Context: an optimization exercise on an open-source flow, tuned for small area, a short achievable clock period and few clock cycles per item. The choices shown serve that exercise and are no tape-out recipe. Function was checked by simulation only, so behaviour that the tests miss may differ from the original. No activity file was given, so power comes from the tool's default toggle rates.

== run A ==
Design feistel_cbc, start of the top module:
module feistel_cbc (
    input              clk,
    input              rst,
    input              start,
    input      [3:0]   op,
    input      [2:0]   kidx,
    input      [255:0] din,
    output             ready,
    output reg         done,
    output reg         err,
    output     [63:0]  blk,
    output     [63:0]  chain
);
    localparam OP_KEYLD   = 4'd0;
    localparam OP_BLKLD   = 4'd1;
    localparam OP_CHAINLD = 4'd2;
    localparam OP_BENC    = 4'd3;
    localparam OP_BDEC    = 4'd4;
    localparam OP_CBCENC  = 4'd5;
    localparam OP_CBCDEC  = 4'd6;
    localparam OP_FROUND  = 4'd7;
    localparam OP_FSWAP   = 4'd8;
    reg        idle;      
    reg        fr_q;      
    reg        dec_q;     
    reg        cenc_q;    
    reg        cdec_q;    
    reg [4:0]  rnd;       
    reg [31:0] key [0:7];
    reg [31:0] ka;        
    reg [63:0] blk_q;
    reg [63:0] chain_q;
    reg [63:0] save;      
    wire busy = ~idle;
    assign ready = idle;
    assign blk   = blk_q;
    assign chain = chain_q;
    wire is_dec  = (op == OP_BDEC) || (op == OP_CBCDEC);
    wire spec    = (op == OP_BENC) || is_dec;      
    wire acc_op  = ~rst & idle & start;
    wire op_kld  = acc_op & (op == OP_KEYLD);
    wire op_bld  = acc_op & (op == OP_BLKLD);
    wire op_cld  = acc_op & (op == OP_CHAINLD);
    wire op_spec = acc_op & spec;
  ...
export LEC_CHECK = 0
export CAP_MARGIN = 5
export CORE_MARGIN = 2
export CORE_UTILIZATION = 40
export SETUP_SLACK_MARGIN = 4.0
export SLEW_MARGIN = 5
export SYNTH_HIERARCHICAL = 1
export SYNTH_MINIMUM_KEEP_SIZE = 0
create_clock -name core_clock -period 7.0 [get_ports {clk}]
standard.sh (not shown) runs the stock make flow with config.mk's settings and CLKGATE_MAP_FILE= SYNTH_SCRIPT=/design/flow/synth_recipe.tcl, a recipe that flattens the netlist after the stock synthesis.
==> flow/flow/run.sh <==
#!/bin/bash
# Standard ORFS layout with two changes: synthesis leaves out Yosys's
# full/half-adder extraction (ADDER_MAP_FILE empty), so ABC maps the adders
# with the rest of the logic; and the port buffers are the smallest buffer
# (sky130_fd_sc_hd__buf_1) instead of the cell buffer_ports picks by itself.
set -euo pipefail
cd "$(dirname "$0")/.."
bash standard.sh 'ADDER_MAP_FILE=' 'BUFFER_PORTS_ARGS=-buffer_cell sky130_fd_sc_hd__buf_1' finish > make_finish.log 2>&1
Run A: all stages complete, timing, DRC and antenna checks passed
Testbench counts of run A, summed over its fixed seeds: cycles 12,832, blocks 384.
Inputs modified between run A and run B:
Settings: a change of SLEW_MARGIN from 5 to 20; a change of CAP_MARGIN from 5 to 20; a change of SETUP_SLACK_MARGIN from 4.0 to 4.2.
### Flow results
- Count of clock-buffer cells in the layout on run B is up relative to run A.
- Clock-pin slew of the registers on the worst-case setup and hold paths delta (run A -> run B): insignificant
- Run A closes out successfully: all stages finished, all timing, DRC and antenna checks passed.
- Run B reached the end of the flow, and the finished layout is clean on the timing, DRC and antenna checks.
- Going from run A to run B, worst slack after detailed placement moved down; area growth from synthesis to layout rose by 7.5 points.
Setup changes, run B to run C
Settings: a change of SETUP_SLACK_MARGIN from 4.2 to 3.5.
Results
- Library cell contributing the largest single delay on the critical path: sky130_fd_sc_hd__or4_4 -> run B, sky130_fd_sc_hd__buf_6 -> run C
- Height of the die came out exactly the same in run B and run C.
- As far as synthesized area per cell is concerned, run B and run C perform about the same.
- Run C: routability congestion estimate about 3.2% above run B
- Comparing setup slack for run B and run C, the smaller number came from run C.
- | hold slack | run B vs run C | ≈ equal |
For run D, these inputs were changed with respect to run C:
Settings: SETUP_SLACK_MARGIN: 3.5 -> 4.0.
Results
- Run D ends up with lower shortest period the worst path allows than run C does.
- Wire: run D routes more than run C
- Summary of run D over run C: worst path required time roughly the same; core utilization higher.
- NOTE first-pass GRT wire length run C->run D increased slightly
- Cmp run D vs run C: final area higher in run D
- Against run C, clock buffer count in run D fell by a little under 10%.

* * *

feistel_cbc again, from the RTL that the note above started with.
export LEC_CHECK = 0
export CAP_MARGIN = 20
export CORE_MARGIN = 2
export CORE_UTILIZATION = 40
export CTS_CLUSTER_DIAMETER = 60
export CTS_CLUSTER_SIZE = 28
export SETUP_SLACK_MARGIN = 4.0
export SLEW_MARGIN = 20
export SYNTH_HIERARCHICAL = 1
export SYNTH_MINIMUM_KEEP_SIZE = 0
create_clock -name core_clock -period 7.0 [get_ports {clk}]
Scripts as last shown in full above: flow/flow/run.sh
The baseline ran to the end with no violations.
Testbench counts at the start, summed over its fixed seeds: cycles 12,832, blocks 384.
Edit:
- CORE_UTILIZATION: 40 -> 60
- CTS_CLUSTER_DIAMETER: 60 -> unset
- CTS_CLUSTER_SIZE: 28 -> unset
After rerunning: Count of clock-buffer cells in the layout climbs by 25; core utilization rises by 24 points; die area fell by 33%; wire length decreases by 7.2%; cell count decreases by 7.2%; worst setup slack is better by 0.0030 ns; clock power rises by 15%; sequential power stays flat.
Edit:
- CORE_UTILIZATION: 60 -> 40
- CTS_CLUSTER_DIAMETER: unset -> 60
- CTS_CLUSTER_SIZE: unset -> 28
- SETUP_SLACK_MARGIN: 4.0 -> 4.1
Core utilization shrinks by 23 points.
Routed wire length grows by 10%.
Hold slack got worse by 0.0047 ns.
Sequential cell count does not change.
Global-route usage shrinks by 9.8 points.
Final cell count grows by 8.8%.
Fmax grows by 3.7%.
Total power shrinks by 1.5%.
Clock power shrinks by 7.4%.
Sequential power hardly moves.

* * *

Another version of the RTL of feistel_cbc (not shown whole).
Size in the first run: roughly 400 I/O pins, roughly 26000 sq um of cells after synthesis.
clock: 7.0 ns
lec_check: 0
cap_margin: 20
core_margin: 2
core_utilization: 40
setup_slack_margin: 3.9
slew_margin: 20
synth_hierarchical: 1
synth_minimum_keep_size: 0
Scripts as last shown in full above: flow/flow/run.sh
Testbench counts at the start, summed over its fixed seeds: cycles 12,832, blocks 384.
Change:
Settings changed: SETUP_SLACK_MARGIN 3.9 to 4.0, TNS_END_PERCENT from default to 10.
=> Cell area is about the same. Non-clock buffer count came out higher by 3. Worst setup slack gains 0.044 ns. Clock power stays flat. Via count came out lower by 0.43%. Total power hardly moves. Combinational power hardly moves. Synthesized cell count does not change. Final cell count is about the same. Sequential power stays flat. Routed wire length came out lower by 0.66%.
Change:
Settings changed: SETUP_SLACK_MARGIN 4.0 to 4.1, TNS_END_PERCENT 10 to default.
Outcome:
- The new run completed with no timing, DRC or antenna violations
- cell area rises by a few percent
- worst hold slack gains 0.025 ns
- cell count rises slightly
- sequential share of layout area falls by 1.6 points
- synthesized cell count stays the same
- routed wire length rises by a few percent

* * *

== the previous run ==
Another version of the RTL of feistel_cbc (not shown whole).
Size: roughly 3300 cells after synthesis.
export LEC_CHECK = 0
export CAP_MARGIN = 20
export CORE_MARGIN = 2
export CORE_UTILIZATION = 40
export SETUP_SLACK_MARGIN = 3.5
export SLEW_MARGIN = 20
export SYNTH_HIERARCHICAL = 1
export SYNTH_MINIMUM_KEEP_SIZE = 0
create_clock -name core_clock -period 7.0 [get_ports {clk}]
==> flow/flow/run.sh <==
#!/bin/bash
# Standard ORFS layout, with the port buffers made of the smallest buffer
# (sky130_fd_sc_hd__buf_1) instead of the cell buffer_ports picks by itself.
set -euo pipefail
cd "$(dirname "$0")/.."
bash standard.sh 'BUFFER_PORTS_ARGS=-buffer_cell sky130_fd_sc_hd__buf_1' finish > make_finish.log 2>&1
Testbench counts of the previous run, summed over its fixed seeds: cycles 12,832, blocks 384.
> inputs changed (the previous run -> the current run)
- CORE_UTILIZATION now 55, was 40
- SETUP_SLACK_MARGIN now 3.8, was 3.5
==> flow/flow/run.sh <==
#!/bin/bash
# Standard ORFS layout with two changes: synthesis leaves out Yosys's
# full/half-adder extraction (ADDER_MAP_FILE empty), so ABC maps the adders
# with the rest of the logic; and the port buffers are the smallest buffer
# (sky130_fd_sc_hd__buf_1) instead of the cell buffer_ports picks by itself.
set -euo pipefail
cd "$(dirname "$0")/.."
bash standard.sh 'ADDER_MAP_FILE=' 'BUFFER_PORTS_ARGS=-buffer_cell sky130_fd_sc_hd__buf_1' finish > make_finish.log 2>&1
--- outcome ---
The current run and the previous run ended up with nearly the same part of the power in combinational logic. Routed metal-1 wire length, the current run vs the previous run: down by more than 10%. The run showing the greater synthesis-to-layout area growth is the current run. [compare] base=the previous run new=the current run: cell count after synthesis now smaller; synthesized area fell about 6%; power per cell area rose by 1.5%; fill cell total of the finished layout shrank by 2884. Clock-buffer cell count, the current run vs the previous run: up by a few percent. The current run ends up with a non-clock buffer count that is about 9% higher than in the previous run.

## static timing again, ports no longer ideal
Ports are ideal in the flow. The routed layouts listed here were re-timed in OpenROAD.
Step 1: set_driving_cell puts a clkbuf_16 on clk and a buf_2 on each other input, an assumption about the parent block.
Step 2, shift: input delay + t, output delay - t, t = (earliest + latest rising clock arrival at the registers) / 2. This alone moves slack from input paths to output paths.
Slacks: no drivers / after step 1 / after step 2; pairs: no drivers / after step 1.
run	shift t [ns]	slack for setup (ns)	hold WS [ns]	worst setup path at the end	latest minus earliest clock arrival (ns)
run A	0.689	3.955 / 3.964 / 3.275	0.468 / 0.468 / 0.468	input to register	0.037 / 0.036
run B	0.686	4.079 / 4.010 / 3.324	0.468 / 0.468 / 0.468	input to register	0.023 / 0.023
run C	0.675	3.519 / 3.540 / 2.864	0.470 / 0.470 / 0.470	input to register	0.040 / 0.039
run D	0.686	3.999 / 3.962 / 3.276	0.476 / 0.476 / 0.476	input to register	0.054 / 0.054
the first run of note 2	0.666	3.962 / 3.959 / 3.293	0.477 / 0.477 / 0.477	input to register	0.066 / 0.066
the second run of note 2	0.684	3.965 / 3.869 / 3.185	0.476 / 0.476 / 0.476	input to register	0.034 / 0.034
the third run of note 2	0.676	4.075 / 4.043 / 3.367	0.471 / 0.471 / 0.471	input to register	0.060 / 0.059
the first run of note 3	0.674	3.865 / 3.907 / 3.233	0.463 / 0.463 / 0.463	input to register	0.019 / 0.018
the second run of note 3	0.670	3.909 / 3.947 / 3.277	0.459 / 0.459 / 0.459	input to register	0.042 / 0.043
the third run of note 3	0.690	4.003 / 4.003 / 3.335	0.484 / 0.484 / 0.484	input to register	0.045 / 0.045
the previous run	0.690	3.588 / 3.588 / 2.954	0.450 / 0.450 / 0.450	input to register	0.031 / 0.030
the current run	0.691	3.787 / 3.811 / 3.120	0.452 / 0.452 / 0.452	input to register	0.014 / 0.014
After both steps every run listed still meets setup and hold. For the second run of note 2, which loses most, drivers alone change the setup slack by -0.096 ns; drivers and shift together by -0.780 ns.
